Background: an optimization exercise with open tools, aiming at small area, a short achievable clock period and few clock cycles per item. Do not read the settings as production practice. At most, simulation tests tie the RTL to the original design; equivalence was not proved. Function not checked in runs 1 and 2: the RTL went through the layout flow alone. Power is estimated from default activity; no workload was simulated.

===== flow/flow/run.sh =====
#!/bin/bash
# The standard layout, with two changes: the ports get buf_2 buffers instead
# of the delay buffers buffer_ports picks by default, and the timing repair
# is asked to leave a setup margin, so that it works on the paths that set
# the achieved period. Each tool's log is in orfs/logs; make's output is in
# standard.log.
set -e
bash standard.sh SETUP_SLACK_MARGIN=18.0 "BUFFER_PORTS_ARGS=-buffer_cell sky130_fd_sc_hd__buf_2" finish > standard.log 2>&1

===== flow/standard.sh =====
#!/bin/bash
# synth_recipe.tcl (not shown) runs the flow's synth.tcl, then flattens the netlist and writes it again
# the make line also repeats each setting of config.mk as NAME=value (left out here)
make -C /OpenROAD-flow-scripts/flow DESIGN_CONFIG=/design/flow/config.mk WORK_HOME=/design/flow/orfs CLKGATE_MAP_FILE= SYNTH_SCRIPT=/design/flow/synth_recipe.tcl "${@:-finish}"

===== flow/config.mk =====
export PLATFORM = sky130hd
export DESIGN_NAME = smlb_compositor
export DESIGN_NICKNAME = smlb_compositor
export VERILOG_FILES = /design/flow/design.v
export SDC_FILE = /design/flow/constraint.sdc
export NUM_CORES = 4
export LEC_CHECK = 0
export CAP_MARGIN = 20
export CORE_MARGIN = 2
export CORE_UTILIZATION = 40
export PLACE_DENSITY = 0.6
export SLEW_MARGIN = 20

===== flow/constraint.sdc =====
create_clock -name core_clock -period 24.0 [get_ports {clk}]
set_input_delay 4.8000 -clock core_clock [delete_from_list [all_inputs] [get_ports {clk}]]
set_output_delay 4.8000 -clock core_clock [all_outputs]
set_load 0.01 [all_outputs]

===== flow/design.v =====
module smlb_compositor #(
    parameter H = 64                       
) (
    input  wire        clk,
    input  wire        rst,                
    input  wire        in_valid,
    output wire        in_ready,
    input  wire [47:0] in_src,
    input  wire [47:0] in_row,
    input  wire        in_last,
    input  wire [15:0] in_hwy,
    input  wire [2:0]  in_shift,
    input  wire [7:0]  in_bright,
    input  wire        in_ck_en,
    input  wire [47:0] in_ck_key,
    input  wire [15:0] in_ck_first,
    input  wire [15:0] in_ck_last,
    output reg         out_valid,
    input  wire        out_ready,
    output reg  [47:0] out_row,
    output reg         out_last,
    output reg  [1:0]  out_status
);
    localparam [1:0] ST_OK = 2'd0, ST_SATURATED = 2'd1, ST_RANGE = 2'd2;
    reg  k_valid;
    wire adv = !k_valid;
    assign in_ready = adv;
    wire       in_range = (in_shift > 3'd4) || (in_hwy >= H);
    wire [5:0] hwy_lo   = in_hwy[5:0];
    wire       below    = (in_ck_first[15:6] != 10'd0) || (hwy_lo < in_ck_first[5:0]);
    wire       above    = (in_ck_last[15:6] == 10'd0) && (hwy_lo > in_ck_last[5:0]);
    wire       in_keyed = in_src == in_ck_key;
    wire       in_skip  = in_range || (in_bright == 8'd0) ||
                          (in_ck_en && (below || above || in_keyed));
    function [16:0] correct_raw;           
        input [15:0] v;
        input [2:0]  s;
        reg   [19:0] t;
        begin
            t = {4'd0, v} << s;
            if (t[19:16] != 4'd0)
                correct_raw = {1'b1, 16'hFFFF};
            else
                correct_raw = {1'b0, t[15:0]};
        end
    endfunction
    wire [16:0] in_cr = correct_raw(in_src[47:32], in_shift);
    wire [16:0] in_cg = correct_raw(in_src[31:16], in_shift);
    wire [16:0] in_cb = correct_raw(in_src[15:0],  in_shift);
    reg        s1_valid;
    reg [47:0] s1_t, s1_row;
    reg [7:0]  s1_bright;
    reg        s1_skip, s1_clamp, s1_range, s1_last;
    always @(posedge clk) begin
        if (rst)
            s1_valid <= 1'b0;
        else if (adv)
            s1_valid <= in_valid;
    end
    always @(posedge clk) begin
        if (adv) begin
            s1_t      <= {in_cr[15:0], in_cg[15:0], in_cb[15:0]};
            s1_row    <= in_row;
            s1_bright <= in_bright;
            s1_skip   <= in_skip;
            s1_clamp  <= in_cr[16] || in_cg[16] || in_cb[16];
            s1_range  <= in_range;
            s1_last   <= in_last;
        end
    end
    wire [7:0]  br_eff = s1_skip ? 8'd0 : s1_bright;
    wire [23:0] nr, ng, nb;
    smlb_numer u_nr (.o(s1_row[47:32]), .t(s1_t[47:32]), .br(br_eff), .n(nr));
    smlb_numer u_ng (.o(s1_row[31:16]), .t(s1_t[31:16]), .br(br_eff), .n(ng));
    smlb_numer u_nb (.o(s1_row[15:0]),  .t(s1_t[15:0]),  .br(br_eff), .n(nb));
    wire pix_sat = !s1_skip && s1_clamp;
    reg row_sat;
    wire [1:0] status = s1_range             ? ST_RANGE :
                        (row_sat || pix_sat) ? ST_SATURATED : ST_OK;
    reg        s2_valid;
    reg [23:0] s2_nr, s2_ng, s2_nb;
    reg [1:0]  s2_status;
    reg        s2_last;
    always @(posedge clk) begin
        if (rst) begin
            s2_valid <= 1'b0;
            row_sat  <= 1'b0;
        end else if (adv) begin
            s2_valid <= s1_valid;
            if (s1_valid)
                row_sat <= s1_last ? 1'b0 : (row_sat || pix_sat);
        end
    end
    always @(posedge clk) begin
        if (adv) begin
            s2_nr     <= nr;
            s2_ng     <= ng;
            s2_nb     <= nb;
            s2_status <= s1_last ? status : ST_OK;
            s2_last   <= s1_last;
        end
    end
    wire [15:0] qr, qg, qb;
    smlb_div255 u_qr (.n(s2_nr), .q(qr));
    smlb_div255 u_qg (.n(s2_ng), .q(qg));
    smlb_div255 u_qb (.n(s2_nb), .q(qb));
    wire [50:0] res = {qr, qg, qb, s2_last, s2_status};
    reg  [50:0] k_data;
    wire        o_free = !out_valid || out_ready;
    always @(posedge clk) begin
        if (rst) begin
            out_valid <= 1'b0;
            k_valid   <= 1'b0;
        end else if (o_free) begin
            out_valid <= k_valid || s2_valid;
            k_valid   <= 1'b0;
        end else if (!k_valid) begin
            k_valid   <= s2_valid;
        end
    end
    always @(posedge clk) begin
        if (!k_valid)
            k_data <= res;
        if (o_free)
            {out_row, out_last, out_status} <= k_valid ? k_data : res;
    end
endmodule
module smlb_div255 (
    input  wire [23:0] n,
    output wire [15:0] q
);
    wire [7:0]  a  = n[23:16];
    wire [16:0] m1 = {1'b0, n[15:0]} + {9'd0, a} + 17'd1;
    wire [9:0]  lo = {2'b0, m1[7:0]} + {1'b0, m1[16:8]};
    assign q = {a, a} + {7'd0, m1[16:8]} + {15'd0, lo[8]};
endmodule
module smlb_numer (
    input  wire [15:0] o,
    input  wire [15:0] t,
    input  wire [7:0]  br,
    output wire [23:0] n
);
    wire r0_0 = br[0] ? t[0] : o[0];
    wire r0_1 = br[0] ? t[1] : o[1];
    wire r0_2 = br[0] ? t[2] : o[2];
    wire r0_3 = br[0] ? t[3] : o[3];
    wire r0_4 = br[0] ? t[4] : o[4];
    wire r0_5 = br[0] ? t[5] : o[5];
    wire r0_6 = br[0] ? t[6] : o[6];
    wire r0_7 = br[0] ? t[7] : o[7];
    wire r0_8 = br[0] ? t[8] : o[8];
    wire r0_9 = br[0] ? t[9] : o[9];
    wire r0_10 = br[0] ? t[10] : o[10];
    wire r0_11 = br[0] ? t[11] : o[11];
    wire r0_12 = br[0] ? t[12] : o[12];
    wire r0_13 = br[0] ? t[13] : o[13];
    wire r0_14 = br[0] ? t[14] : o[14];
    wire r0_15 = br[0] ? t[15] : o[15];
    wire r1_0 = br[1] ? t[0] : o[0];
    wire r1_1 = br[1] ? t[1] : o[1];
    wire r1_2 = br[1] ? t[2] : o[2];
    wire r1_3 = br[1] ? t[3] : o[3];
    wire r1_4 = br[1] ? t[4] : o[4];
    wire r1_5 = br[1] ? t[5] : o[5];
    wire r1_6 = br[1] ? t[6] : o[6];
    wire r1_7 = br[1] ? t[7] : o[7];
    wire r1_8 = br[1] ? t[8] : o[8];
    wire r1_9 = br[1] ? t[9] : o[9];
    wire r1_10 = br[1] ? t[10] : o[10];
    wire r1_11 = br[1] ? t[11] : o[11];
    wire r1_12 = br[1] ? t[12] : o[12];
    wire r1_13 = br[1] ? t[13] : o[13];
    wire r1_14 = br[1] ? t[14] : o[14];
    wire r1_15 = br[1] ? t[15] : o[15];
    wire r2_0 = br[2] ? t[0] : o[0];
    wire r2_1 = br[2] ? t[1] : o[1];
    wire r2_2 = br[2] ? t[2] : o[2];
    wire r2_3 = br[2] ? t[3] : o[3];
    wire r2_4 = br[2] ? t[4] : o[4];
    wire r2_5 = br[2] ? t[5] : o[5];
    wire r2_6 = br[2] ? t[6] : o[6];
    wire r2_7 = br[2] ? t[7] : o[7];
    wire r2_8 = br[2] ? t[8] : o[8];
    wire r2_9 = br[2] ? t[9] : o[9];
    wire r2_10 = br[2] ? t[10] : o[10];
    wire r2_11 = br[2] ? t[11] : o[11];
    wire r2_12 = br[2] ? t[12] : o[12];
    wire r2_13 = br[2] ? t[13] : o[13];
    wire r2_14 = br[2] ? t[14] : o[14];
    wire r2_15 = br[2] ? t[15] : o[15];
    wire r3_0 = br[3] ? t[0] : o[0];
    wire r3_1 = br[3] ? t[1] : o[1];
    wire r3_2 = br[3] ? t[2] : o[2];
    wire r3_3 = br[3] ? t[3] : o[3];
    wire r3_4 = br[3] ? t[4] : o[4];
    wire r3_5 = br[3] ? t[5] : o[5];
    wire r3_6 = br[3] ? t[6] : o[6];
    wire r3_7 = br[3] ? t[7] : o[7];
    wire r3_8 = br[3] ? t[8] : o[8];
    wire r3_9 = br[3] ? t[9] : o[9];
    wire r3_10 = br[3] ? t[10] : o[10];
    wire r3_11 = br[3] ? t[11] : o[11];
    wire r3_12 = br[3] ? t[12] : o[12];
    wire r3_13 = br[3] ? t[13] : o[13];
    wire r3_14 = br[3] ? t[14] : o[14];
    wire r3_15 = br[3] ? t[15] : o[15];
    wire r4_0 = br[4] ? t[0] : o[0];
    wire r4_1 = br[4] ? t[1] : o[1];
    wire r4_2 = br[4] ? t[2] : o[2];
    wire r4_3 = br[4] ? t[3] : o[3];
    wire r4_4 = br[4] ? t[4] : o[4];
    wire r4_5 = br[4] ? t[5] : o[5];
    wire r4_6 = br[4] ? t[6] : o[6];
    wire r4_7 = br[4] ? t[7] : o[7];
    wire r4_8 = br[4] ? t[8] : o[8];
    wire r4_9 = br[4] ? t[9] : o[9];
    wire r4_10 = br[4] ? t[10] : o[10];
    wire r4_11 = br[4] ? t[11] : o[11];
    wire r4_12 = br[4] ? t[12] : o[12];
    wire r4_13 = br[4] ? t[13] : o[13];
    wire r4_14 = br[4] ? t[14] : o[14];
    wire r4_15 = br[4] ? t[15] : o[15];
    wire r5_0 = br[5] ? t[0] : o[0];
    wire r5_1 = br[5] ? t[1] : o[1];
    wire r5_2 = br[5] ? t[2] : o[2];
    wire r5_3 = br[5] ? t[3] : o[3];
    wire r5_4 = br[5] ? t[4] : o[4];
    wire r5_5 = br[5] ? t[5] : o[5];
    wire r5_6 = br[5] ? t[6] : o[6];
    wire r5_7 = br[5] ? t[7] : o[7];
    wire r5_8 = br[5] ? t[8] : o[8];
    wire r5_9 = br[5] ? t[9] : o[9];
    wire r5_10 = br[5] ? t[10] : o[10];
    wire r5_11 = br[5] ? t[11] : o[11];
    wire r5_12 = br[5] ? t[12] : o[12];
    wire r5_13 = br[5] ? t[13] : o[13];
    wire r5_14 = br[5] ? t[14] : o[14];
    wire r5_15 = br[5] ? t[15] : o[15];
    wire r6_0 = br[6] ? t[0] : o[0];
    wire r6_1 = br[6] ? t[1] : o[1];
    wire r6_2 = br[6] ? t[2] : o[2];
    wire r6_3 = br[6] ? t[3] : o[3];
    wire r6_4 = br[6] ? t[4] : o[4];
    wire r6_5 = br[6] ? t[5] : o[5];
    wire r6_6 = br[6] ? t[6] : o[6];
    wire r6_7 = br[6] ? t[7] : o[7];
    wire r6_8 = br[6] ? t[8] : o[8];
    wire r6_9 = br[6] ? t[9] : o[9];
    wire r6_10 = br[6] ? t[10] : o[10];
    wire r6_11 = br[6] ? t[11] : o[11];
    wire r6_12 = br[6] ? t[12] : o[12];
    wire r6_13 = br[6] ? t[13] : o[13];
    wire r6_14 = br[6] ? t[14] : o[14];
    wire r6_15 = br[6] ? t[15] : o[15];
    wire r7_0 = br[7] ? t[0] : o[0];
    wire r7_1 = br[7] ? t[1] : o[1];
    wire r7_2 = br[7] ? t[2] : o[2];
    wire r7_3 = br[7] ? t[3] : o[3];
    wire r7_4 = br[7] ? t[4] : o[4];
    wire r7_5 = br[7] ? t[5] : o[5];
    wire r7_6 = br[7] ? t[6] : o[6];
    wire r7_7 = br[7] ? t[7] : o[7];
    wire r7_8 = br[7] ? t[8] : o[8];
    wire r7_9 = br[7] ? t[9] : o[9];
    wire r7_10 = br[7] ? t[10] : o[10];
    wire r7_11 = br[7] ? t[11] : o[11];
    wire r7_12 = br[7] ? t[12] : o[12];
    wire r7_13 = br[7] ? t[13] : o[13];
    wire r7_14 = br[7] ? t[14] : o[14];
    wire r7_15 = br[7] ? t[15] : o[15];
    wire w1;
    wire w2;
    wire w3;
    wire w4;
    wire w5;
    wire w6;
    wire w7;
    wire w8;
    wire w9;
    wire w10;
    wire w11;
    wire w12;
    wire w13;
    wire w14;
    wire w15;
    wire w16;
    wire w17;
    wire w18;
    wire w19;
    wire w20;
    wire w21;
    wire w22;
    wire w23;
    wire w24;
    wire w25;
    wire w26;
    wire w27;
    wire w28;
    wire w29;
    wire w30;
    wire w31;
    wire w32;
    wire w33;
    wire w34;
    wire w35;
    wire w36;
    wire w37;
    wire w38;
    wire w39;
    wire w40;
    wire w41;
    wire w42;
    wire w43;
    wire w44;
    wire w45;
    wire w46;
    wire w47;
    wire w48;
    wire w49;
    wire w50;
    wire w51;
    wire w52;
    wire w53;
    wire w54;
    wire w55;
    wire w56;
    wire w57;
    wire w58;
    wire w59;
    wire w60;
    wire w61;
    wire w62;
    wire w63;
    wire w64;
    wire w65;
    wire w66;
    wire w67;
    wire w68;
    wire w69;
    wire w70;
    wire w71;
    wire w72;
    wire w73;
    wire w74;
    wire w75;
    wire w76;
    wire w77;
    wire w78;
    wire w79;
    wire w80;
    wire w81;
    wire w82;
    wire w83;
    wire w84;
    wire w85;
    wire w86;
    wire w87;
    wire w88;
    wire w89;
    wire w90;
    wire w91;
    wire w92;
    wire w93;
    wire w94;
    wire w95;
    wire w96;
    wire w97;
    wire w98;
    wire w99;
    wire w100;
    wire w101;
    wire w102;
    wire w103;
    wire w104;
    wire w105;
    wire w106;
    wire w107;
    wire w108;
    wire w109;
    wire w110;
    wire w111;
    wire w112;
    wire w113;
    wire w114;
    wire w115;
    wire w116;
    wire w117;
    wire w118;
    wire w119;
    wire w120;
    wire w121;
    wire w122;
    wire w123;
    wire w124;
    wire w125;
    wire w126;
    wire w127;
    wire w128;
    wire w129;
    wire w130;
    wire w131;
    wire w132;
    wire w133;
    wire w134;
    wire w135;
    wire w136;
    wire w137;
    wire w138;
    wire w139;
    wire w140;
    wire w141;
    wire w142;
    wire w143;
    wire w144;
    wire w145;
    wire w146;
    wire w147;
    wire w148;
    wire w149;
    wire w150;
    wire w151;
    wire w152;
    wire w153;
    wire w154;
    wire w155;
    wire w156;
    wire w157;
    wire w158;
    wire w159;
    wire w160;
    wire w161;
    wire w162;
    wire w163;
    wire w164;
    wire w165;
    wire w166;
    wire w167;
    wire w168;
    wire w169;
    wire w170;
    wire w171;
    wire w172;
    wire w173;
    wire w174;
    wire w175;
    wire w176;
    wire w177;
    wire w178;
    wire w179;
    wire w180;
    wire w181;
    wire w182;
    wire w183;
    wire w184;
    wire w185;
    wire w186;
    wire w187;
    wire w188;
    wire w189;
    wire w190;
    wire w191;
    wire w192;
    wire w193;
    wire w194;
    wire w195;
    wire w196;
    wire w197;
    wire w198;
    wire w199;
    wire w200;
    wire w201;
    wire w202;
    wire w203;
    wire w204;
    wire w205;
    wire w206;
    wire w207;
    wire w208;
    wire w209;
    wire w210;
    wire w211;
    wire w212;
    wire w213;
    wire w214;
    wire w215;
    wire w216;
    wire w217;
    wire w218;
    wire w219;
    wire w220;
    wire w221;
    wire w222;
    wire w223;
    wire w224;
    wire w225;
    wire w226;
    wire w227;
    wire w228;
    wire w229;
    wire w230;
    wire w231;
    wire w232;
    wire w233;
    wire w234;
    wire w235;
    wire w236;
    wire w237;
    wire w238;
    wire w239;
    wire w240;
    wire w241;
    wire w242;
    wire w243;
    wire w244;
    wire w245;
    wire w246;
    wire w247;
    wire w248;
    wire w249;
    wire w250;
    wire w251;
    wire w252;
    wire w253;
    wire w254;
    wire w255;
    wire w256;
    wire w257;
    wire w258;
    wire w259;
    wire w260;
    wire w261;
    wire w262;
    wire w263;
    wire w264;
    wire w265;
    wire w266;
    wire w267;
    wire w268;
    wire w269;
    wire w270;
    wire w271;
    wire w272;
    wire w273;
    wire w274;
    wire w275;
    wire w276;
    wire w277;
    wire w278;
    wire w279;
    wire w280;
    wire w281;
    wire w282;
    wire w283;
    wire w284;
    wire w285;
    wire w286;
    wire w287;
    wire w288;
    wire w289;
    wire w290;
    wire w291;
    wire w292;
    wire w293;
    wire w294;
    wire w295;
    wire w296;
    wire w297;
    wire w298;
    wire w299;
    wire w300;
    wire w301;
    wire w302;
    wire w303;
    wire w304;
    wire w305;
    wire w306;
    wire w307;
    wire w308;
    wire w309;
    wire w310;
    wire w311;
    wire w312;
    wire w313;
    wire w314;
    wire w315;
    wire w316;
    wire w317;
    wire w318;
    wire w319;
    wire w320;
    wire w321;
    wire w322;
    wire w323;
    wire w324;
    wire w325;
    wire w326;
    wire w327;
    wire w328;
    wire w329;
    wire w330;
    wire w331;
    wire w332;
    wire w333;
    wire w334;
    wire w335;
    wire w336;
    wire w337;
    wire w338;
    wire w339;
    wire w340;
    assign w1 = r0_6 ^ r1_5;
    assign w2 = r0_6 & r1_5;
    assign w3 = r0_7 ^ r1_6 ^ r2_5;
    assign w4 = (r0_7 & r1_6) | (r0_7 & r2_5) | (r1_6 & r2_5);
    assign w5 = r3_4 ^ r4_3;
    assign w6 = r3_4 & r4_3;
    assign w7 = r0_8 ^ r1_7 ^ r2_6;
    assign w8 = (r0_8 & r1_7) | (r0_8 & r2_6) | (r1_7 & r2_6);
    assign w9 = r3_5 ^ r4_4 ^ r5_3;
    assign w10 = (r3_5 & r4_4) | (r3_5 & r5_3) | (r4_4 & r5_3);
    assign w11 = r0_9 ^ r1_8 ^ r2_7;
    assign w12 = (r0_9 & r1_8) | (r0_9 & r2_7) | (r1_8 & r2_7);
    assign w13 = r3_6 ^ r4_5 ^ r5_4;
    assign w14 = (r3_6 & r4_5) | (r3_6 & r5_4) | (r4_5 & r5_4);
    assign w15 = r0_10 ^ r1_9 ^ r2_8;
    assign w16 = (r0_10 & r1_9) | (r0_10 & r2_8) | (r1_9 & r2_8);
    assign w17 = r3_7 ^ r4_6 ^ r5_5;
    assign w18 = (r3_7 & r4_6) | (r3_7 & r5_5) | (r4_6 & r5_5);
    assign w19 = r0_11 ^ r1_10 ^ r2_9;
    assign w20 = (r0_11 & r1_10) | (r0_11 & r2_9) | (r1_10 & r2_9);
    assign w21 = r3_8 ^ r4_7 ^ r5_6;
    assign w22 = (r3_8 & r4_7) | (r3_8 & r5_6) | (r4_7 & r5_6);
    assign w23 = r0_12 ^ r1_11 ^ r2_10;
    assign w24 = (r0_12 & r1_11) | (r0_12 & r2_10) | (r1_11 & r2_10);
    assign w25 = r3_9 ^ r4_8 ^ r5_7;
    assign w26 = (r3_9 & r4_8) | (r3_9 & r5_7) | (r4_8 & r5_7);
    assign w27 = r0_13 ^ r1_12 ^ r2_11;
    assign w28 = (r0_13 & r1_12) | (r0_13 & r2_11) | (r1_12 & r2_11);
    assign w29 = r3_10 ^ r4_9 ^ r5_8;
    assign w30 = (r3_10 & r4_9) | (r3_10 & r5_8) | (r4_9 & r5_8);
    assign w31 = r0_14 ^ r1_13 ^ r2_12;
    assign w32 = (r0_14 & r1_13) | (r0_14 & r2_12) | (r1_13 & r2_12);
    assign w33 = r3_11 ^ r4_10 ^ r5_9;
    assign w34 = (r3_11 & r4_10) | (r3_11 & r5_9) | (r4_10 & r5_9);
    assign w35 = r0_15 ^ r1_14 ^ r2_13;
    assign w36 = (r0_15 & r1_14) | (r0_15 & r2_13) | (r1_14 & r2_13);
    assign w37 = r3_12 ^ r4_11 ^ r5_10;
    assign w38 = (r3_12 & r4_11) | (r3_12 & r5_10) | (r4_11 & r5_10);
    assign w39 = r1_15 ^ r2_14 ^ r3_13;
    assign w40 = (r1_15 & r2_14) | (r1_15 & r3_13) | (r2_14 & r3_13);
    assign w41 = r4_12 ^ r5_11;
    assign w42 = r4_12 & r5_11;
    assign w43 = r2_15 ^ r3_14 ^ r4_13;
    assign w44 = (r2_15 & r3_14) | (r2_15 & r4_13) | (r3_14 & r4_13);
    assign w45 = r0_4 ^ r1_3;
    assign w46 = r0_4 & r1_3;
    assign w47 = r0_5 ^ r1_4 ^ r2_3;
    assign w48 = (r0_5 & r1_4) | (r0_5 & r2_3) | (r1_4 & r2_3);
    assign w49 = r3_2 ^ r4_1;
    assign w50 = r3_2 & r4_1;
    assign w51 = w1 ^ r2_4 ^ r3_3;
    assign w52 = (w1 & r2_4) | (w1 & r3_3) | (r2_4 & r3_3);
    assign w53 = r4_2 ^ r5_1 ^ r6_0;
    assign w54 = (r4_2 & r5_1) | (r4_2 & r6_0) | (r5_1 & r6_0);
    assign w55 = w2 ^ w3 ^ w5;
    assign w56 = (w2 & w3) | (w2 & w5) | (w3 & w5);
    assign w57 = r5_2 ^ r6_1 ^ r7_0;
    assign w58 = (r5_2 & r6_1) | (r5_2 & r7_0) | (r6_1 & r7_0);
    assign w59 = w4 ^ w6 ^ w7;
    assign w60 = (w4 & w6) | (w4 & w7) | (w6 & w7);
    assign w61 = w9 ^ r6_2 ^ r7_1;
    assign w62 = (w9 & r6_2) | (w9 & r7_1) | (r6_2 & r7_1);
    assign w63 = w8 ^ w10 ^ w11;
    assign w64 = (w8 & w10) | (w8 & w11) | (w10 & w11);
    assign w65 = w13 ^ r6_3 ^ r7_2;
    assign w66 = (w13 & r6_3) | (w13 & r7_2) | (r6_3 & r7_2);
    assign w67 = w12 ^ w14 ^ w15;
    assign w68 = (w12 & w14) | (w12 & w15) | (w14 & w15);
    assign w69 = w17 ^ r6_4 ^ r7_3;
    assign w70 = (w17 & r6_4) | (w17 & r7_3) | (r6_4 & r7_3);
    assign w71 = w16 ^ w18 ^ w19;
    assign w72 = (w16 & w18) | (w16 & w19) | (w18 & w19);
    assign w73 = w21 ^ r6_5 ^ r7_4;
    assign w74 = (w21 & r6_5) | (w21 & r7_4) | (r6_5 & r7_4);
    assign w75 = w20 ^ w22 ^ w23;
    assign w76 = (w20 & w22) | (w20 & w23) | (w22 & w23);
    assign w77 = w25 ^ r6_6 ^ r7_5;
    assign w78 = (w25 & r6_6) | (w25 & r7_5) | (r6_6 & r7_5);
    assign w79 = w24 ^ w26 ^ w27;
    assign w80 = (w24 & w26) | (w24 & w27) | (w26 & w27);
    assign w81 = w29 ^ r6_7 ^ r7_6;
    assign w82 = (w29 & r6_7) | (w29 & r7_6) | (r6_7 & r7_6);
    assign w83 = w28 ^ w30 ^ w31;
    assign w84 = (w28 & w30) | (w28 & w31) | (w30 & w31);
    assign w85 = w33 ^ r6_8 ^ r7_7;
    assign w86 = (w33 & r6_8) | (w33 & r7_7) | (r6_8 & r7_7);
    assign w87 = w32 ^ w34 ^ w35;
    assign w88 = (w32 & w34) | (w32 & w35) | (w34 & w35);
    assign w89 = w37 ^ r6_9 ^ r7_8;
    assign w90 = (w37 & r6_9) | (w37 & r7_8) | (r6_9 & r7_8);
    assign w91 = w36 ^ w38 ^ w39;
    assign w92 = (w36 & w38) | (w36 & w39) | (w38 & w39);
    assign w93 = w41 ^ r6_10 ^ r7_9;
    assign w94 = (w41 & r6_10) | (w41 & r7_9) | (r6_10 & r7_9);
    assign w95 = w40 ^ w42 ^ w43;
    assign w96 = (w40 & w42) | (w40 & w43) | (w42 & w43);
    assign w97 = r5_12 ^ r6_11 ^ r7_10;
    assign w98 = (r5_12 & r6_11) | (r5_12 & r7_10) | (r6_11 & r7_10);
    assign w99 = w44 ^ r3_15 ^ r4_14;
    assign w100 = (w44 & r3_15) | (w44 & r4_14) | (r3_15 & r4_14);
    assign w101 = r5_13 ^ r6_12 ^ r7_11;
    assign w102 = (r5_13 & r6_12) | (r5_13 & r7_11) | (r6_12 & r7_11);
    assign w103 = r4_15 ^ r5_14 ^ r6_13;
    assign w104 = (r4_15 & r5_14) | (r4_15 & r6_13) | (r5_14 & r6_13);
    assign w105 = r0_3 ^ r1_2;
    assign w106 = r0_3 & r1_2;
    assign w107 = w45 ^ r2_2 ^ r3_1;
    assign w108 = (w45 & r2_2) | (w45 & r3_1) | (r2_2 & r3_1);
    assign w109 = w46 ^ w47 ^ w49;
    assign w110 = (w46 & w47) | (w46 & w49) | (w47 & w49);
    assign w111 = w48 ^ w50 ^ w51;
    assign w112 = (w48 & w50) | (w48 & w51) | (w50 & w51);
    assign w113 = w52 ^ w54 ^ w55;
    assign w114 = (w52 & w54) | (w52 & w55) | (w54 & w55);
    assign w115 = w56 ^ w58 ^ w59;
    assign w116 = (w56 & w58) | (w56 & w59) | (w58 & w59);
    assign w117 = w60 ^ w62 ^ w63;
    assign w118 = (w60 & w62) | (w60 & w63) | (w62 & w63);
    assign w119 = w64 ^ w66 ^ w67;
    assign w120 = (w64 & w66) | (w64 & w67) | (w66 & w67);
    assign w121 = w68 ^ w70 ^ w71;
    assign w122 = (w68 & w70) | (w68 & w71) | (w70 & w71);
    assign w123 = w72 ^ w74 ^ w75;
    assign w124 = (w72 & w74) | (w72 & w75) | (w74 & w75);
    assign w125 = w76 ^ w78 ^ w79;
    assign w126 = (w76 & w78) | (w76 & w79) | (w78 & w79);
    assign w127 = w80 ^ w82 ^ w83;
    assign w128 = (w80 & w82) | (w80 & w83) | (w82 & w83);
    assign w129 = w84 ^ w86 ^ w87;
    assign w130 = (w84 & w86) | (w84 & w87) | (w86 & w87);
    assign w131 = w88 ^ w90 ^ w91;
    assign w132 = (w88 & w90) | (w88 & w91) | (w90 & w91);
    assign w133 = w92 ^ w94 ^ w95;
    assign w134 = (w92 & w94) | (w92 & w95) | (w94 & w95);
    assign w135 = w96 ^ w98 ^ w99;
    assign w136 = (w96 & w98) | (w96 & w99) | (w98 & w99);
    assign w137 = w100 ^ w102 ^ w103;
    assign w138 = (w100 & w102) | (w100 & w103) | (w102 & w103);
    assign w139 = w104 ^ r5_15 ^ r6_14;
    assign w140 = (w104 & r5_15) | (w104 & r6_14) | (r5_15 & r6_14);
    assign w141 = r0_2 ^ r1_1;
    assign w142 = r0_2 & r1_1;
    assign w143 = w105 ^ r2_1 ^ r3_0;
    assign w144 = (w105 & r2_1) | (w105 & r3_0) | (r2_1 & r3_0);
    assign w145 = w106 ^ w107 ^ r4_0;
    assign w146 = (w106 & w107) | (w106 & r4_0) | (w107 & r4_0);
    assign w147 = w108 ^ w109 ^ r5_0;
    assign w148 = (w108 & w109) | (w108 & r5_0) | (w109 & r5_0);
    assign w149 = w110 ^ w111 ^ w53;
    assign w150 = (w110 & w111) | (w110 & w53) | (w111 & w53);
    assign w151 = w112 ^ w113 ^ w57;
    assign w152 = (w112 & w113) | (w112 & w57) | (w113 & w57);
    assign w153 = w114 ^ w115 ^ w61;
    assign w154 = (w114 & w115) | (w114 & w61) | (w115 & w61);
    assign w155 = w116 ^ w117 ^ w65;
    assign w156 = (w116 & w117) | (w116 & w65) | (w117 & w65);
    assign w157 = w118 ^ w119 ^ w69;
    assign w158 = (w118 & w119) | (w118 & w69) | (w119 & w69);
    assign w159 = w120 ^ w121 ^ w73;
    assign w160 = (w120 & w121) | (w120 & w73) | (w121 & w73);
    assign w161 = w122 ^ w123 ^ w77;
    assign w162 = (w122 & w123) | (w122 & w77) | (w123 & w77);
    assign w163 = w124 ^ w125 ^ w81;
    assign w164 = (w124 & w125) | (w124 & w81) | (w125 & w81);
    assign w165 = w126 ^ w127 ^ w85;
    assign w166 = (w126 & w127) | (w126 & w85) | (w127 & w85);
    assign w167 = w128 ^ w129 ^ w89;
    assign w168 = (w128 & w129) | (w128 & w89) | (w129 & w89);
    assign w169 = w130 ^ w131 ^ w93;
    assign w170 = (w130 & w131) | (w130 & w93) | (w131 & w93);
    assign w171 = w132 ^ w133 ^ w97;
    assign w172 = (w132 & w133) | (w132 & w97) | (w133 & w97);
    assign w173 = w134 ^ w135 ^ w101;
    assign w174 = (w134 & w135) | (w134 & w101) | (w135 & w101);
    assign w175 = w136 ^ w137 ^ r7_12;
    assign w176 = (w136 & w137) | (w136 & r7_12) | (w137 & r7_12);
    assign w177 = w138 ^ w139 ^ r7_13;
    assign w178 = (w138 & w139) | (w138 & r7_13) | (w139 & r7_13);
    assign w179 = w140 ^ r6_15 ^ r7_14;
    assign w180 = (w140 & r6_15) | (w140 & r7_14) | (r6_15 & r7_14);
    assign w181 = r0_1 & r1_0;
    assign w182 = r0_1 ^ r1_0;
    assign w183 = w141 & r2_0;
    assign w184 = w141 ^ r2_0;
    assign w185 = w142 & w143;
    assign w186 = w142 ^ w143;
    assign w187 = w144 & w145;
    assign w188 = w144 ^ w145;
    assign w189 = w146 & w147;
    assign w190 = w146 ^ w147;
    assign w191 = w148 & w149;
    assign w192 = w148 ^ w149;
    assign w193 = w150 & w151;
    assign w194 = w150 ^ w151;
    assign w195 = w152 & w153;
    assign w196 = w152 ^ w153;
    assign w197 = w154 & w155;
    assign w198 = w154 ^ w155;
    assign w199 = w156 & w157;
    assign w200 = w156 ^ w157;
    assign w201 = w158 & w159;
    assign w202 = w158 ^ w159;
    assign w203 = w160 & w161;
    assign w204 = w160 ^ w161;
    assign w205 = w162 & w163;
    assign w206 = w162 ^ w163;
    assign w207 = w164 & w165;
    assign w208 = w164 ^ w165;
    assign w209 = w166 & w167;
    assign w210 = w166 ^ w167;
    assign w211 = w168 & w169;
    assign w212 = w168 ^ w169;
    assign w213 = w170 & w171;
    assign w214 = w170 ^ w171;
    assign w215 = w172 & w173;
    assign w216 = w172 ^ w173;
    assign w217 = w174 & w175;
    assign w218 = w174 ^ w175;
    assign w219 = w176 & w177;
    assign w220 = w176 ^ w177;
    assign w221 = w178 & w179;
    assign w222 = w178 ^ w179;
    assign w223 = w180 & r7_15;
    assign w224 = w180 ^ r7_15;
    assign w225 = w182 & r0_0;
    assign w226 = w185 | (w186 & w183);
    assign w227 = w186 & w184;
    assign w228 = w189 | (w190 & w187);
    assign w229 = w190 & w188;
    assign w230 = w193 | (w194 & w191);
    assign w231 = w194 & w192;
    assign w232 = w197 | (w198 & w195);
    assign w233 = w198 & w196;
    assign w234 = w201 | (w202 & w199);
    assign w235 = w202 & w200;
    assign w236 = w205 | (w206 & w203);
    assign w237 = w206 & w204;
    assign w238 = w209 | (w210 & w207);
    assign w239 = w210 & w208;
    assign w240 = w213 | (w214 & w211);
    assign w241 = w214 & w212;
    assign w242 = w217 | (w218 & w215);
    assign w243 = w218 & w216;
    assign w244 = w221 | (w222 & w219);
    assign w245 = w222 & w220;
    assign w246 = w183 | (w184 & w181);
    assign w247 = w184 & w225;
    assign w248 = w226 | (w227 & w181);
    assign w249 = w227 & w225;
    assign w250 = w191 | (w192 & w228);
    assign w251 = w192 & w229;
    assign w252 = w230 | (w231 & w228);
    assign w253 = w231 & w229;
    assign w254 = w199 | (w200 & w232);
    assign w255 = w200 & w233;
    assign w256 = w234 | (w235 & w232);
    assign w257 = w235 & w233;
    assign w258 = w207 | (w208 & w236);
    assign w259 = w208 & w237;
    assign w260 = w238 | (w239 & w236);
    assign w261 = w239 & w237;
    assign w262 = w215 | (w216 & w240);
    assign w263 = w216 & w241;
    assign w264 = w242 | (w243 & w240);
    assign w265 = w243 & w241;
    assign w266 = w223 | (w224 & w244);
    assign w267 = w224 & w245;
    assign w268 = w187 | (w188 & w248);
    assign w269 = w188 & w249;
    assign w270 = w228 | (w229 & w248);
    assign w271 = w229 & w249;
    assign w272 = w250 | (w251 & w248);
    assign w273 = w251 & w249;
    assign w274 = w252 | (w253 & w248);
    assign w275 = w253 & w249;
    assign w276 = w203 | (w204 & w256);
    assign w277 = w204 & w257;
    assign w278 = w236 | (w237 & w256);
    assign w279 = w237 & w257;
    assign w280 = w258 | (w259 & w256);
    assign w281 = w259 & w257;
    assign w282 = w260 | (w261 & w256);
    assign w283 = w261 & w257;
    assign w284 = w219 | (w220 & w264);
    assign w285 = w220 & w265;
    assign w286 = w244 | (w245 & w264);
    assign w287 = w245 & w265;
    assign w288 = w266 | (w267 & w264);
    assign w289 = w267 & w265;
    assign w290 = w195 | (w196 & w274);
    assign w291 = w196 & w275;
    assign w292 = w232 | (w233 & w274);
    assign w293 = w233 & w275;
    assign w294 = w254 | (w255 & w274);
    assign w295 = w255 & w275;
    assign w296 = w256 | (w257 & w274);
    assign w297 = w257 & w275;
    assign w298 = w276 | (w277 & w274);
    assign w299 = w277 & w275;
    assign w300 = w278 | (w279 & w274);
    assign w301 = w279 & w275;
    assign w302 = w280 | (w281 & w274);
    assign w303 = w281 & w275;
    assign w304 = w282 | (w283 & w274);
    assign w305 = w283 & w275;
    assign w306 = w211 | (w212 & w304);
    assign w307 = w212 & w305;
    assign w308 = w240 | (w241 & w304);
    assign w309 = w241 & w305;
    assign w310 = w262 | (w263 & w304);
    assign w311 = w263 & w305;
    assign w312 = w264 | (w265 & w304);
    assign w313 = w265 & w305;
    assign w314 = w284 | (w285 & w304);
    assign w315 = w285 & w305;
    assign w316 = w286 | (w287 & w304);
    assign w317 = w287 & w305;
    assign w318 = w288 | (w289 & w304);
    assign w319 = w289 & w305;
    assign w320 = w184 ^ w181;
    assign w321 = w186 ^ w246;
    assign w322 = w188 ^ w248;
    assign w323 = w190 ^ w268;
    assign w324 = w192 ^ w270;
    assign w325 = w194 ^ w272;
    assign w326 = w196 ^ w274;
    assign w327 = w198 ^ w290;
    assign w328 = w200 ^ w292;
    assign w329 = w202 ^ w294;
    assign w330 = w204 ^ w296;
    assign w331 = w206 ^ w298;
    assign w332 = w208 ^ w300;
    assign w333 = w210 ^ w302;
    assign w334 = w212 ^ w304;
    assign w335 = w214 ^ w306;
    assign w336 = w216 ^ w308;
    assign w337 = w218 ^ w310;
    assign w338 = w220 ^ w312;
    assign w339 = w222 ^ w314;
    assign w340 = w224 ^ w316;
    assign n = {w318, w340, w339, w338, w337, w336, w335, w334, w333, w332, w331, w330, w329, w328, w327, w326, w325, w324, w323, w322, w321, w320, w182, r0_0};
endmodule

==> impl_metrics.toml, run 1 <==
[setup_path]
worstSetupPathType = "input port to register"
worstReg2RegEnd = "out_row[42]"
crit_path_top_delay_cell = "a221oi_4"
reg2reg_depth = 25
cpPeakStageDelay_ns = 0.33
arrival_ns = 6.46
r2r_start = "s2_nr[16]"
required_ns = 24.30
worst_setup_path_end_kind = "register"
start_kind = "input port"
reg2reg_slack_ns = 18.20
cp_cell_sequence = "buf_8 -> inv_12 -> ha_4 -> a21o_1 -> a21o_1 -> a221oi_4 -> o2111ai_2 -> a211o_1 -> a221o_1"
path_max_fanout = 2
crit_path_frequent_cell = "a21o_1"

[yosys]
netlist_top_cells_area = "edfxtp_1, fa_1, mux2i_1, ha_1, mux2_2"
async_flop_share_pct = 0
ys_types = 65
synth_edf_count = 234
syn-num-nets = 3182
postSynthAreaPerCell_um2 = 11.0
synth_top_area_cell = "edfxtp_1"
ys_warn_count = 1
syn_inst = 2536
synth_top_cell_area_share_pct = 25.1
ys_ff_latch = 290
synth_area_um2 = 28000
ys_seq_area_share_pct = 29.1
ys.flop_type = "edfxtp_1"

[power]
ir_worst_vdd_mv = 0.0724
power.leakage_nw = 13.0
power_density_nw_per_um2 = 126

[grt]
grt_overflow_total = 0
grt_first_pass_wirelength_mm = 117
antenna_found_initial = 1
grt_pass1_vias = 21100
grt_max_degree = 72
track_usage_pct = 20.6

[detailed_routing]
wl_per_cell_um = 19.7
dr.pass1.iters = 5
via_per_inst = 5.37
route.vias.total = 20100
wl_mm = 73.7
ant_nets = 0
drt_iter0_markers = 1317
drcViolationCount = 0

[hold_path]
hold_start = "k_data[23]"
hold_end = "k_data[23]"
hold_path_class = "register to register"
hold_depth = 1

[clock_tree]
path_clk_slew_ns = 0.06
cts.htree.levels = 2
cts-buffers-inserted = 35
insertion_delay_ns = 0.56
cts_root_buffer = "clkbuf_16"
cts_buffer_depth = 3
cts_hold_buf = 0
clkSinkCount = 290
cts_tree = "done"

[sta]
fmax_ghz = 0.162
period_share_pct = 25.7
skew_ns = 0.0268
fin_setup_tns_ns = 0
rsz0062_at_grt = "yes"
setup_viol = 0
maxSlewViolCount = 0
max_slew_margin_pct = 35.1
worst_pin_slew_ns = 0.973
min_period_ns = 6.16
final_hold_viol_count = 0

[placed_design]
io_buffers = 261
place_area_um2 = 30200
gp_congestion = 0.974
hpwlAfterDp_mm = 54.9

[die]
num_rows = 96
start_util_pct = 40.6
dieWidth_um = 268
io_pins = 262
core-area_um2 = 68900
die_h_um = 268
die_area_um2 = 72100

[final_layout]
layout_commonest_cell = "inv_1"
final_area_um2 = 32500
nNetsFinal = 3439
final_cell_mix = "inv_1, mux2i_1, fa_1"
drive_gt1_share_pct = 22.6
area_growth_pct = 16.1

[run_status]
outcome = "finished clean"

[flow_run]
cap_violations = 0
[stage by stage]
step                total power [W]  utilization, %  worst slack, ns  cells  hold WS [ns]
CTS                         0.00409            46.5            17.81   3732         0.456
global placement            0.00341            43.9            16.67   3639         0.435
floorplan                   0.00284               -            17.49   2536         0.423
global route                0.00450            47.1            17.78   3751         0.474
finish                      0.00410            47.1            17.84   3751         0.452
detailed placement          0.00349            43.9            16.57   3639         0.442
[repair_timing]
item	in CTS	in global routing
hold endpoints to repair	0	0
gates cloned	6	0
resized for setup	56	57
setup endpoints to repair	70	71
pin swaps	9	9
buffers inserted	24	18
[how the worst max path moves through the flow]
| stage | end | startpoint | cells past startpoint |
|---|---|---|---|
| after global routing | s1_skip | in_ck_last[3] | 9 |
| after detailed placement | s1_t[21] | in_shift[0] | 7 |
| after CTS | s1_skip | in_ck_last[3] | 9 |
| final | s1_skip | in_ck_last[3] | 9 |
| after floorplan | s1_skip | in_ck_last[3] | 8 |
| after global placement | s1_t[21] | in_shift[0] | 7 |
[synthesized netlist by cell type, types with 26 or more instances]
library cell,instances
buf_2,28
nand2_1,119
dfxtp_1,56
ha_1,167
o211ai_1,48
inv_1,288
xor2_1,79
nand3_1,36
o21ai_0,98
clkbuf_1,30
a21o_1,39
fa_1,270
nor4_1,26
o21a_1,27
a21oi_1,97
buf_1,42
nor2_1,76
xnor2_1,78
mux2i_1,283
edfxtp_1,234
mux2_2,166
[critical path, delay by kind of cell]
family          cells  cell delay, ns
compound gates      6            1.33
buf+inv             2            0.15
fa+ha+maj           1            0.18
[metal layers]
layer,up-vias,GRT usage [%],wire (um)
met1,9977,28.0,33000
met2,544,33.4,34300
met3,117,3.11,3830
li1,9493,-,-
met4,0,7.43,2560
met5,-,0,0
[state kept, by name (all words and copies together) (netlist names), 2 cells and up]
name	count
k_data	51
out_row	48
out_status	2
s1_bright	8
s1_row	48
s1_t	48
s2_nb	24
s2_ng	24
s2_nr	24
s2_status	2
[final cells by class]
class	instances	area, um^2
inverter	289	1110
clock inverter	22	238
multi-input combinational	1852	18700
fill	6432	36500
sequential	290	8150
timing repair buffer	323	2090
clock buffer	41	962
antenna	1	2.50
tap	931	1160
timing repair inverter	2	17.5
[where the power goes]
part	internal [W]	switching, W
Clock	0.000332	0.000222
Combinational	0.00112	0.00143
Sequential	0.000859	0.000140
[cell families after synthesis]
group / after synthesis / synth area share, %
compound gates: 417 / 9.79
xor+xnor: 157 / 4.92
fa+ha+maj: 439 / 26.9
buf+inv: 394 / 5.55
flops: 290 / 29.1
mux: 450 / 16.9
simple gates: 389 / 6.85
==> run 2: changes to the inputs <==
==> flow/flow/run.sh (replaced) <==
#!/bin/bash
# The standard layout, with two changes: the ports get buf_1 buffers instead
# of the delay buffers buffer_ports picks by default, and the timing repair
# is asked to leave a setup margin, so that it works on the paths that set
# the achieved period. Each tool's log is in orfs/logs; make's output is in
# standard.log.
set -e
bash standard.sh SETUP_SLACK_MARGIN=17.5 "BUFFER_PORTS_ARGS=-buffer_cell sky130_fd_sc_hd__buf_1" finish > standard.log 2>&1
==> run 2 against run 1 <==
Net effect:
- register-to-register slack lost 0.44 ns
- setup slack lost 0.24 ns
- fmax shrank 3.8%
- clock power shrank 4.2%
- sequential power is essentially flat
- hold slack lost 0.00087 ns
- first-iteration DRC count shrank 16%
- non-clock buffer count shrank 38
- core utilization shrank 1.9 points
- design area shrank 4.0%
- critical endpoint is now in_ready
==> impl_metrics.toml, run 2 <==
[final_layout]
layout_commonest_cell = "inv_1"
layout.cells.non_filler = 3710
final_area_um2 = 31200
largest_reg_flops = 51
final_core_util_pct = 45.2
ff_latch_area_um2 = 8150
final_cell_mix = "inv_1, mux2i_1, fa_1"
largest-register = "k_data"
nNetsFinal = 3399
area_growth_pct = 11.4
drive_gt1_share_pct = 10.4
multi_input_area_um2 = 18400
n_fill_cell = 6530
antenna_cells = 0

[grt]
grt_overflow_total = 0
antenna_found_initial = 0
grt_first_pass_wirelength_mm = 113
grt_pass1_vias = 20200
grt_max_degree = 79
track_usage_pct = 19.8

[yosys]
ys.flop_type = "edfxtp_1"
syn-num-nets = 3182
synth_top_area_cell = "edfxtp_1"
synth_top_cell_area_share_pct = 25.1
async_flop_share_pct = 0
synth_area_um2 = 28000
ys_ff_latch = 290
ys_types = 65
synth.most_common_cell = "inv_1"
syn_inst = 2536
ys_seq_area_share_pct = 29.1
postSynthAreaPerCell_um2 = 11.0
ys_warn_count = 1
synth_edf_count = 234
netlist_top_cells_count = "inv_1, mux2i_1, fa_1"
netlist_top_cells_area = "edfxtp_1, fa_1, mux2i_1, ha_1, mux2_2"

[placed_design]
numPlacedInstances = 3640
place_area_um2 = 29900
io_buffers = 261
hpwlAfterDp_mm = 55.3
gp_congestion = 0.963

[detailed_routing]
route.vias.total = 19800
drcViolationCount = 0
wl_met3_mm = 3.29
wl_met2_mm = 33.5
drt_iter0_markers = 1101
dr.pass1.iters = 5
wl_mm = 71.3
top_layer = "met4"
ant_nets = 0
wl_met1_mm = 32.9
wl_per_cell_um = 19.2
via_per_inst = 5.34

[clock_tree]
cts-buffers-inserted = 35
cts_root_buffer = "clkbuf_16"
insertion_delay_ns = 0.56
clkSinkCount = 290
path_clk_slew_ns = 0.06
cts_buffer_depth = 3
cts_tree = "done"
cts_hold_buf = 0
cts.htree.levels = 2

[hold_path]
hold_depth = 1
hold_start = "k_data[23]"
hold_end = "k_data[23]"
hold_path_class = "register to register"

[sta]
min_period_ns = 6.41
worst_pin_slew_ns = 1.05
period_share_pct = 26.7
skew_ns = 0.0159
max_slew_margin_pct = 29.7
setup_viol = 0
maxSlewViolCount = 0
whs_ns = 0.451
final_hold_viol_count = 0
fmax_ghz = 0.156
fin_setup_tns_ns = 0
rsz0062_at_grt = "yes"

[die]
start_util_pct = 40.6
die_area_um2 = 72100
num_rows = 96
die_h_um = 268
core-area_um2 = 68900
io_pins = 262
dieWidth_um = 268

[setup_path]
required_ns = 19.20
reg2reg_depth = 16
reg2reg_slack_ns = 17.76
arrival_ns = 1.61
worst_setup_path_end_kind = "output pin"
start_kind = "register"
r2r_start = "s1_skip"
path_max_fanout = 59
worstReg2RegEnd = "s2_nb[17]"
crit_start = "k_valid"
worstSetupPathType = "register to output pin"

[power]
power_frac_comb_pct = 61.9
power_switching_w = 0.00178
pwr-share-seq_pct = 24.9
power_density_nw_per_um2 = 129
p_clk_share_pct = 13.2
power.leakage_nw = 11.9
ir_worst_vdd_mv = 0.0659
intPower_w = 0.00225
p_sw_share_pct = 44.2

[flow_run]
cap_violations = 0

[run_status]
outcome = "finished clean"
run 2: cell type report:
cell class | instances | share of cell area (%)
clock buffers | 42 | 2.99
flip-flops and latches | 290 | 26.2
clock inverters | 21 | 0.678
well taps | 931 | 3.74
multi-input cells | 1852 | 59.0
inverters | 289 | 3.54
repair buffers | 285 | 3.93
run 2: worst max-delay path by stage:
stage | endpoint | slack [ns] | depth (start not counted)
final | in_ready | 17.59 | 2
after floorplan | s1_skip | 17.49 | 8
after global placement | s1_t[43] | 16.66 | 7
after global routing | out_row[44] | 17.45 | 21
after detailed placement | s1_t[43] | 16.57 | 7
after CTS | out_row[46] | 17.51 | 22
run 2: repair_timing:
| item | CTS | global route |
|---|---|---|
| endpoints found under the hold margin | 0 | 0 |
| setup endpoints to repair | 56 | 45 |
| resized for setup | 6 | 12 |
| setup buffers | 3 | 4 |
run 2: metal layers:
metal | up-vias | global-route usage (%)
met5 | - | 0
met4 | 0 | 5.20
met3 | 88 | 2.36
met2 | 532 | 32.5
met1 | 9752 | 27.7
li1 | 9432 | -
run 2: per-stage QoR:
stage	power [W]	setup slack, ns
after CTS	0.00406	17.51
after global routing	0.00442	17.45
final	0.00403	17.59
after floorplan	0.00284	17.49
after global placement	0.00343	16.66
after detailed placement	0.00350	16.57
run 2: power groups by stage:
stage          Sequential, W  Clock, W  Combinational [W]
2_1_floorplan       0.000965         0            0.00187
3_3_place_gp         0.00101         0            0.00242
3_5_place_dp         0.00101         0            0.00248
4_1_cts              0.00100  0.000548            0.00250
5_1_grt              0.00102  0.000567            0.00283
6_report             0.00100  0.000531            0.00250
run 2: cells by family (layout without fill, tap and decap cells):
group | after synthesis | in the layout | synth area share, %
AOI/OAI and AO/OA | 417 | 417 | 9.79
adders and majority gates | 439 | 439 | 26.9
DFF | 290 | 290 | 29.1
buffers and inverters | 394 | 637 | 5.55
muxes | 450 | 450 | 16.9
and+or+nand+nor | 389 | 389 | 6.85
xor gates and xnor gates | 157 | 157 | 4.92
run 2: worst max-delay path, stage by stage, from the launching register on:
cell and delay (ns):
dfxtp_4 0.43, inv_8 0.31, buf_1 0.20
==> run 3: changes to the inputs <==
--- a/flow/design.v
+++ b/flow/design.v
@@ -23,8 +23,9 @@
 );
     localparam [1:0] ST_OK = 2'd0, ST_SATURATED = 2'd1, ST_RANGE = 2'd2;
     reg  k_valid;
+    reg  in_ready_q;
     wire adv = !k_valid;
-    assign in_ready = adv;
+    assign in_ready = in_ready_q;
     wire       in_range = (in_shift > 3'd4) || (in_hwy >= H);
     wire [5:0] hwy_lo   = in_hwy[5:0];
     wire       below    = (in_ck_first[15:6] != 10'd0) || (hwy_lo < in_ck_first[5:0]);
@@ -119,6 +120,12 @@
         end
     end
     always @(posedge clk) begin
+        if (rst)
+            in_ready_q <= 1'b1;
+        else
+            in_ready_q <= o_free || (!k_valid && !s2_valid);
+    end
+    always @(posedge clk) begin
         if (!k_valid)
             k_data <= res;
         if (o_free)
@@ -129,10 +136,13 @@
     input  wire [23:0] n,
     output wire [15:0] q
 );
-    wire [7:0]  a  = n[23:16];
-    wire [16:0] m1 = {1'b0, n[15:0]} + {9'd0, a} + 17'd1;
-    wire [9:0]  lo = {2'b0, m1[7:0]} + {1'b0, m1[16:8]};
-    assign q = {a, a} + {7'd0, m1[16:8]} + {15'd0, lo[8]};
+    wire [7:0] h1 = n[23:16], h0 = n[15:8], l = n[7:0];
+    wire [9:0] s3 = {2'd0, h1} + {2'd0, h0} + {2'd0, l};
+    wire       c1 = s3 >= 10'd255;
+    wire       c2 = s3 >= 10'd510;
+    wire [8:0] lo0 = {1'b0, h0} + {1'b0, h1};
+    wire [8:0] lo  = lo0 + {7'd0, c2, c1 & ~c2};
+    assign q = {lo[8] ? h1 + 8'd1 : h1, lo[7:0]};
 endmodule
 module smlb_numer (
     input  wire [15:0] o,
--- a/flow/flow/run.sh
+++ b/flow/flow/run.sh
@@ -5,4 +5,4 @@
 # the achieved period. Each tool's log is in orfs/logs; make's output is in
 # standard.log.
 set -e
-bash standard.sh SETUP_SLACK_MARGIN=17.5 "BUFFER_PORTS_ARGS=-buffer_cell sky130_fd_sc_hd__buf_1" finish > standard.log 2>&1
+bash standard.sh SETUP_SLACK_MARGIN=17.7 "BUFFER_PORTS_ARGS=-buffer_cell sky130_fd_sc_hd__buf_1" finish > standard.log 2>&1
--- a/flow/config.mk
+++ b/flow/config.mk
@@ -7,6 +7,7 @@
 export LEC_CHECK = 0
 export CAP_MARGIN = 20
 export CORE_MARGIN = 2
-export CORE_UTILIZATION = 40
-export PLACE_DENSITY = 0.6
+export CORE_UTILIZATION = 55
+export CTS_BUF_LIST = sky130_fd_sc_hd__clkbuf_8
+export PLACE_DENSITY = 0.7
 export SLEW_MARGIN = 20
==> run 3 against run 2 <==
Net effect:
- via count is 2.1% lower
- sequential share of layout area is 0.28 points higher
- setup slack better by 0.20 ns
- cell count is 7.4% lower
- largest cell class unchanged
- still clean on timing, DRC and antenna
==> impl_metrics.toml, run 3 <==
[setup_path]
worstReg2RegEnd = "out_row[39]"
worst_setup_path_end_kind = "register"
cpPeakStageDelay_ns = 0.58
required_ns = 24.49
path_max_fanout = 4
arrival_ns = 6.70
crit_path_top_delay_cell = "nor4_1"
worstSetupPathType = "input port to register"
reg2reg_slack_ns = 17.93
cp_cell_sequence = "buf_1 -> xor2_1 -> nor4_1 -> nand4_1 -> nor3_1 -> o41ai_2 -> nand2_1"
reg2reg_depth = 27
r2r_start = "s2_nr[16]"
start_kind = "input port"
crit_end = "s1_skip"
crit_start = "in_src[47]"

[die]
io_pins = 262
start_util_pct = 55.6
dieWidth_um = 229
die_area_um2 = 52400
die_h_um = 229
num_rows = 82
core-area_um2 = 50100

[yosys]
postSynthAreaPerCell_um2 = 11.1
ys_types = 69
yosys.area_share.xor_xnor_pct = 5.14
synth.most_common_cell = "mux2i_1"
synth_area_um2 = 27800
synth_top_family_by_area = "adder cells"
yosys.area_share.adder_pct = 28.7
ys_seq_area_share_pct = 29.3
ys.flop_type = "edfxtp_1"
netlist_top_cells_area = "edfxtp_1, fa_1, mux2i_1, ha_1, dfxtp_1"
ys_warn_count = 1
ys_ff_latch = 291
yosys.area_share.simple_pct = 5.98
synth_top_cell_area_share_pct = 25.2
synth_mux_area_share_pct = 16.8
netlist_top_cells_count = "mux2i_1, inv_1, fa_1"
async_flop_share_pct = 0
syn-num-nets = 3178
synth_compound_area_share_pct = 8.18
synth_top_area_cell = "edfxtp_1"
syn_inst = 2505
synth_edf_count = 234

[power]
p_clk_share_pct = 11.4
power_frac_comb_pct = 65.4
power_density_nw_per_um2 = 138
power.leakage_nw = 12.1
pwr-share-seq_pct = 23.3
power_switching_w = 0.00188
intPower_w = 0.00237
p_sw_share_pct = 44.2
ir_worst_vdd_mv = 0.0819

[final_layout]
largest-register = "k_data"
n_fill_cell = 4096
layout.cells.non_filler = 3436
final_cell_mix = "mux2i_1, inv_1, fa_1"
drive_gt1_share_pct = 10.2
area_growth_pct = 11.0
layout_commonest_cell = "mux2i_1"
ff_latch_area_um2 = 8170
largest_reg_flops = 51
nNetsFinal = 3397
multi_input_area_um2 = 18300

[placed_design]
gp_congestion = 1.08
io_buffers = 261
numPlacedInstances = 3324
pre_cts_slack_ns = 16.54
hpwlAfterDp_mm = 52.7

[clock_tree]
insertion_delay_ns = 0.62
cts-buffers-inserted = 49
cts_hold_buf = 0
cts_buffer_depth = 3
path_clk_slew_ns = 0.07
cts_tree = "done"
cts.htree.levels = 2
clkSinkCount = 291
cts_root_buffer = "clkbuf_8"

[grt]
grt_max_degree = 143
grtUsageMet2_pct = 42.2
met1_usage_pct = 35.2
track_usage_pct = 25.8
antenna_found_initial = 6
grt_first_pass_wirelength_mm = 108
grt.busiest_layer = "met2"
grt_overflow_total = 0
grt_pass1_vias = 20200
met3_usage_pct = 3.66

[sta]
whs_ns = 0.466
fmax_ghz = 0.161
period_share_pct = 25.8
fin_setup_tns_ns = 0
final_hold_viol_count = 0
setup_ws_ns = 17.80
maxSlewViolCount = 0
setup_viol = 0
rsz0062_at_grt = "no"
skew_ns = 0.0264
max_slew_margin_pct = 28.2
worst_pin_slew_ns = 1.08
min_period_ns = 6.20

[detailed_routing]
via_per_inst = 5.64
ant_nets = 0
dr.pass1.iters = 5
drcViolationCount = 0
route.vias.total = 19400
wl_mm = 67.4
drt_iter0_markers = 1214
wl_per_cell_um = 19.6

[flow_run]
cap_violations = 0

[run_status]
outcome = "finished clean"

[hold_path]
hold_path_class = "register to register"
run 3: cell types whose count changed in the layout (fill, tap and decap cells not counted), moves of 20 or more:
cell       change
a21oi_1       -30
clkbuf_16     -36
clkbuf_8      +54
inv_1         +23
mux2_2        -71
mux2i_1       +69
o21ai_0       -27
o21ai_1       +20
run 3: worst min-delay path by stage:
| stage | end | cells after the start | slack, ns | startpoint |
|---|---|---|---|---|
| after floorplan | k_data[10] | 2 | 0.43 | k_data[10] |
| after global placement | k_data[40] | 2 | 0.45 | k_data[40] |
| after detailed placement | k_data[40] | 2 | 0.46 | k_data[40] |
| after CTS | k_data[40] | 2 | 0.47 | k_data[40] |
| after global routing | k_data[36] | 1 | 0.49 | k_data[36] |
| final | k_data[7] | 2 | 0.47 | k_data[7] |
run 3: what timing repair did:
action	4_1_cts	5_1_grt
resized for setup	9	39
setup endpoints to repair	68	82
pin swaps	0	14
buffers inserted	3	18
run 3: cells by family (layout without fill, tap and decap cells):
| logic type | count (synthesis) | count (layout) |
|---|---|---|
| AO/OA/AOI/OAI | 348 | 348 |
| flip-flops | 291 | 291 |
| buffers and inverters | 431 | 688 |
| multiplexers | 453 | 453 |
| XOR/XNOR | 161 | 161 |
| adder cells (fa/ha/maj) | 464 | 464 |
| other | 0 | 2 |
| AND/OR/NAND/NOR | 357 | 357 |
run 3: power groups by stage:
stage	Combinational (W)	Clock, W	Sequential (W)
final	0.00278	0.000484	0.000990
after global routing	0.00316	0.000517	0.00101
after CTS	0.00273	0.000499	0.000992
after detailed placement	0.00271	0	0.00100
after global placement	0.00261	0	0.000997
after floorplan	0.00209	0	0.000965
run 3: routing by layer:
metal  up-vias  share of wire [%]
met5         -              0.079
met4         8                3.7
met3       133                5.2
met2       589                 47
met1      9533                 44
li1       9124                  -
run 3: stage by stage:
stage               util, %  total power, W  instance area [um^2]
global route           61.7         0.00468                 30900
finish                 61.7         0.00426                 30900
global placement       58.8         0.00360                 29500
CTS                    61.2         0.00422                 30600
floorplan                 -         0.00306                 28000
detailed placement     58.8         0.00371                 29500
run 3: cell type report:
cell class | instances | share of cell area (%)
well taps | 672 | 2.72
inverters | 301 | 3.73
clock buffers | 57 | 2.54
repair buffers | 298 | 4.41
multi-input cells | 1783 | 59.2
diodes | 2 | 0.0162
clock inverters | 32 | 0.947
flip-flops and latches | 291 | 26.4
run 3: worst max-delay path, delay by kind of cell:
family	cells	cell delay, ns
buf+inv	1	0.30
simple gates	4	1.34
xor+xnor	1	0.12
compound gates	1	0.14
Testbench counts of run 3, summed over its fixed seeds: cycles 12,312, items 12,288.
==> run 4: changes to the inputs <==
--- a/flow/config.mk
+++ b/flow/config.mk
@@ -8,6 +8,8 @@
 export CAP_MARGIN = 20
 export CORE_MARGIN = 2
 export CORE_UTILIZATION = 55
-export CTS_BUF_LIST = sky130_fd_sc_hd__clkbuf_8
+export CTS_BUF_LIST = sky130_fd_sc_hd__clkbuf_4 sky130_fd_sc_hd__clkbuf_8
+export CTS_CLUSTER_DIAMETER = 60
+export CTS_CLUSTER_SIZE = 20
 export PLACE_DENSITY = 0.7
 export SLEW_MARGIN = 20
==> run 4 against run 3 <==
Net effect:
- core utilization shrank 0.86 points
- sequential share of layout area grew 0.38 points
- highest routed layer unchanged
- sequential power is essentially flat
- routed wire length shrank 0.53%
- clock skew grew 0.013 ns
- critical path type unchanged
- critical path depth grew 1
- via count shrank 0.96%
- global-route usage shrank 0.32 points
==> impl_metrics.toml, run 4 <==
[run_status]
outcome = "finished clean"

[detailed_routing]
drcViolationCount = 0
wl_per_cell_um = 19.8
via_per_inst = 5.66
wl_mm = 67.1
dr.pass1.iters = 5
drt_iter0_markers = 1237
route.vias.total = 19200
ant_nets = 0

[final_layout]
largest-register = "k_data"
ff_latch_area_um2 = 8170
final_cell_mix = "mux2i_1, inv_1, fa_1"
largest_reg_flops = 51
nNetsFinal = 3374
layout_commonest_cell = "mux2i_1"
drive_gt1_share_pct = 9.48
n_fill_cell = 4126
area_growth_pct = 9.42
multi_input_area_um2 = 18300

[die]
start_util_pct = 55.6
die_h_um = 229
io_pins = 262
core-area_um2 = 50100
dieWidth_um = 229
die_area_um2 = 52400
num_rows = 82

[sta]
min_period_ns = 6.19
max_slew_margin_pct = 27.2
worst_pin_slew_ns = 1.09
fmax_ghz = 0.162
rsz0062_at_grt = "no"
skew_ns = 0.0397
final_hold_viol_count = 0
period_share_pct = 25.8
setup_viol = 0
fin_setup_tns_ns = 0
maxSlewViolCount = 0

[placed_design]
hpwlAfterDp_mm = 52.7
io_buffers = 261
gp_congestion = 1.08

[flow_run]
cap_violations = 0

[setup_path]
required_ns = 24.34
path_max_fanout = 49
crit_family = "compound AO/OA/AOI/OAI gates"
cpPeakStageDelay_ns = 0.39
arrival_ns = 6.53
cp_cell_sequence = "clkbuf_2 -> buf_12 -> mux2_2 -> o21ai_0 -> a41oi_2 -> a21oi_4 -> buf_12 -> o211ai_1"
crit_path_frequent_cell = "buf_12"
start_kind = "input port"
critPathBufInv = 3
worst_setup_path_end_kind = "register"
worstSetupPathType = "input port to register"
crit_path_top_delay_cell = "mux2_2"

[yosys]
netlist_top_cells_count = "mux2i_1, inv_1, fa_1"
ys_seq_area_share_pct = 29.3
syn-num-nets = 3178
netlist_top_cells_area = "edfxtp_1, fa_1, mux2i_1, ha_1, dfxtp_1"
postSynthAreaPerCell_um2 = 11.1
async_flop_share_pct = 0
synth_area_um2 = 27800
ys_ff_latch = 291
synth.most_common_cell = "mux2i_1"
ys_warn_count = 1
synth_edf_count = 234
synth_top_cell_area_share_pct = 25.2
ys_types = 69
syn_inst = 2505
ys.flop_type = "edfxtp_1"
synth_top_area_cell = "edfxtp_1"

[power]
power_w = 0.00412
power.leakage_nw = 11.8
power_density_nw_per_um2 = 135
ir_worst_vdd_mv = 0.0749

[clock_tree]
insertion_delay_ns = 0.64
cts-buffers-inserted = 26
cts_hold_buf = 0
cts_tree = "done"
cts.htree.levels = 1
cts_root_buffer = "clkbuf_8"
path_clk_slew_ns = 0.11
cts_buffer_depth = 3
clkSinkCount = 291

[grt]
grt_max_degree = 143
grt_first_pass_wirelength_mm = 107
track_usage_pct = 25.5
antenna_found_initial = 6
grt_overflow_total = 0
grt_pass1_vias = 19900

[hold_path]
hold_path_class = "register to register"
==> run 4: cell types whose count changed in the layout (fill, tap and decap cells not counted), sizes merged <==
cell    previous run  this run
inv              314       310
clkbuf            59        33
bufinv             6         2
clkinv            12         5
==> run 4: where the power goes <==
group	total, W	internal, W	switching [W]
clock network	0.000351	0.000151	0.000200
registers	0.000987	0.000871	0.000116
logic	0.00278	0.00122	0.00156
total	0.00412	0.00224	0.00188
==> run 4: metrics by stage <==
stage	instance area, um^2	hold WS, ns	utilization, %	worst slack, ns	instances
after floorplan	28000	0.431	-	17.58	2505
after global placement	29500	0.446	58.8	16.60	3324
after detailed placement	29500	0.455	58.8	16.54	3324
after CTS	30200	0.484	60.3	17.66	3374
after global routing	30500	0.507	60.9	17.71	3395
final	30500	0.477	60.9	17.81	3395
==> run 4: cells by family (layout without fill, tap and decap cells) <==
family / after synthesis / after routing / share of synthesized area (%)
adders and majority gates: 464 / 464 / 28.7
muxes: 453 / 453 / 16.8
buffers and inverters: 431 / 647 / 5.91
and+or+nand+nor: 357 / 357 / 5.98
AOI/OAI and AO/OA: 348 / 348 / 8.18
DFF: 291 / 291 / 29.3
xor gates and xnor gates: 161 / 161 / 5.14
other: 0 / 2 / 0
==> run 4: path summary, 6_finish.rpt <==
| check | startpoint | end | slack, ns | cells after the start |
|---|---|---|---|---|
| max | in_shift[0] | s1_t[10] | 17.81 | 8 |
| min | k_data[7] | k_data[7] | 0.48 | 2 |
| max reg2reg | s2_nr[16] | out_row[39] | 17.96 | 27 |
| min reg2reg | k_data[7] | k_data[7] | 0.48 | 2 |
==> run 4: routing by layer <==
layer | global-route usage (%) | wire length, um | vias up
met2 | 42.1 | 31500 | 566
met1 | 35.2 | 29900 | 9455
met5 | 0 | 56 | -
met4 | 8.30 | 2300 | 8
li1 | - | - | 9061
met3 | 3.03 | 3300 | 111
==> run 4: repair_timing <==
action	in CTS	in global routing
buffers inserted	2	19
setup endpoints to repair	69	83
pin swaps	0	11
resized for setup	8	36
==> run 4: layout make-up <==
type	count	share of cell area, %
antenna	2	0.0164
clock buffer	31	1.34
clock inverter	17	0.850
inverter	301	3.77
multi-input combinational	1783	60.0
sequential	291	26.8
tap	672	2.76
timing repair buffer	298	4.43
==> run 4: worst min-delay path: cells and delay by family, from the launching register on <==
kind            cells  cell delay (ns)
compound gates      1             0.08
flops               1             0.32
simple gates        1             0.04

afterwards: timing with drivers on the ports:
In the flow no input, the clock included, has a driving cell. The finished layouts below were timed again as built, in two steps. Step 1, drivers: a clkbuf_16 drives clk and a buf_2 each remaining input, both assumed. Step 2 moves the port delays by t, midway between the first and last clock arrival at a register: inputs arrive t later, outputs are due t later. That takes back most of the time a late clock gives input paths. Slacks: ideal / step 1 / step 2; pairs: ideal / step 1.
| run | t (ns) | setup slack, ns | hold WS [ns] | latest minus earliest clock arrival (ns) | worst data-port slew with drivers (ns) |
|---|---|---|---|---|---|
| run 1 | 0.605 | 17.837 / 17.848 / 17.244 | 0.452 / 0.452 / 0.452 | 0.027 / 0.027 | 0.09 |
| run 2 | 0.607 | 17.592 / 17.535 / 17.058 | 0.451 / 0.451 / 0.451 | 0.020 / 0.020 | 0.08 |
| run 3 | 0.661 | 17.796 / 17.826 / 17.166 | 0.466 / 0.466 / 0.466 | 0.027 / 0.027 | 0.09 |
| run 4 | 0.675 | 17.814 / 17.840 / 17.165 | 0.477 / 0.477 / 0.477 | 0.042 / 0.042 | 0.09 |
After both steps every run listed still meets setup and hold. For run 4, which loses most, drivers alone change the setup slack by +0.026 ns; drivers and shift together by -0.649 ns.
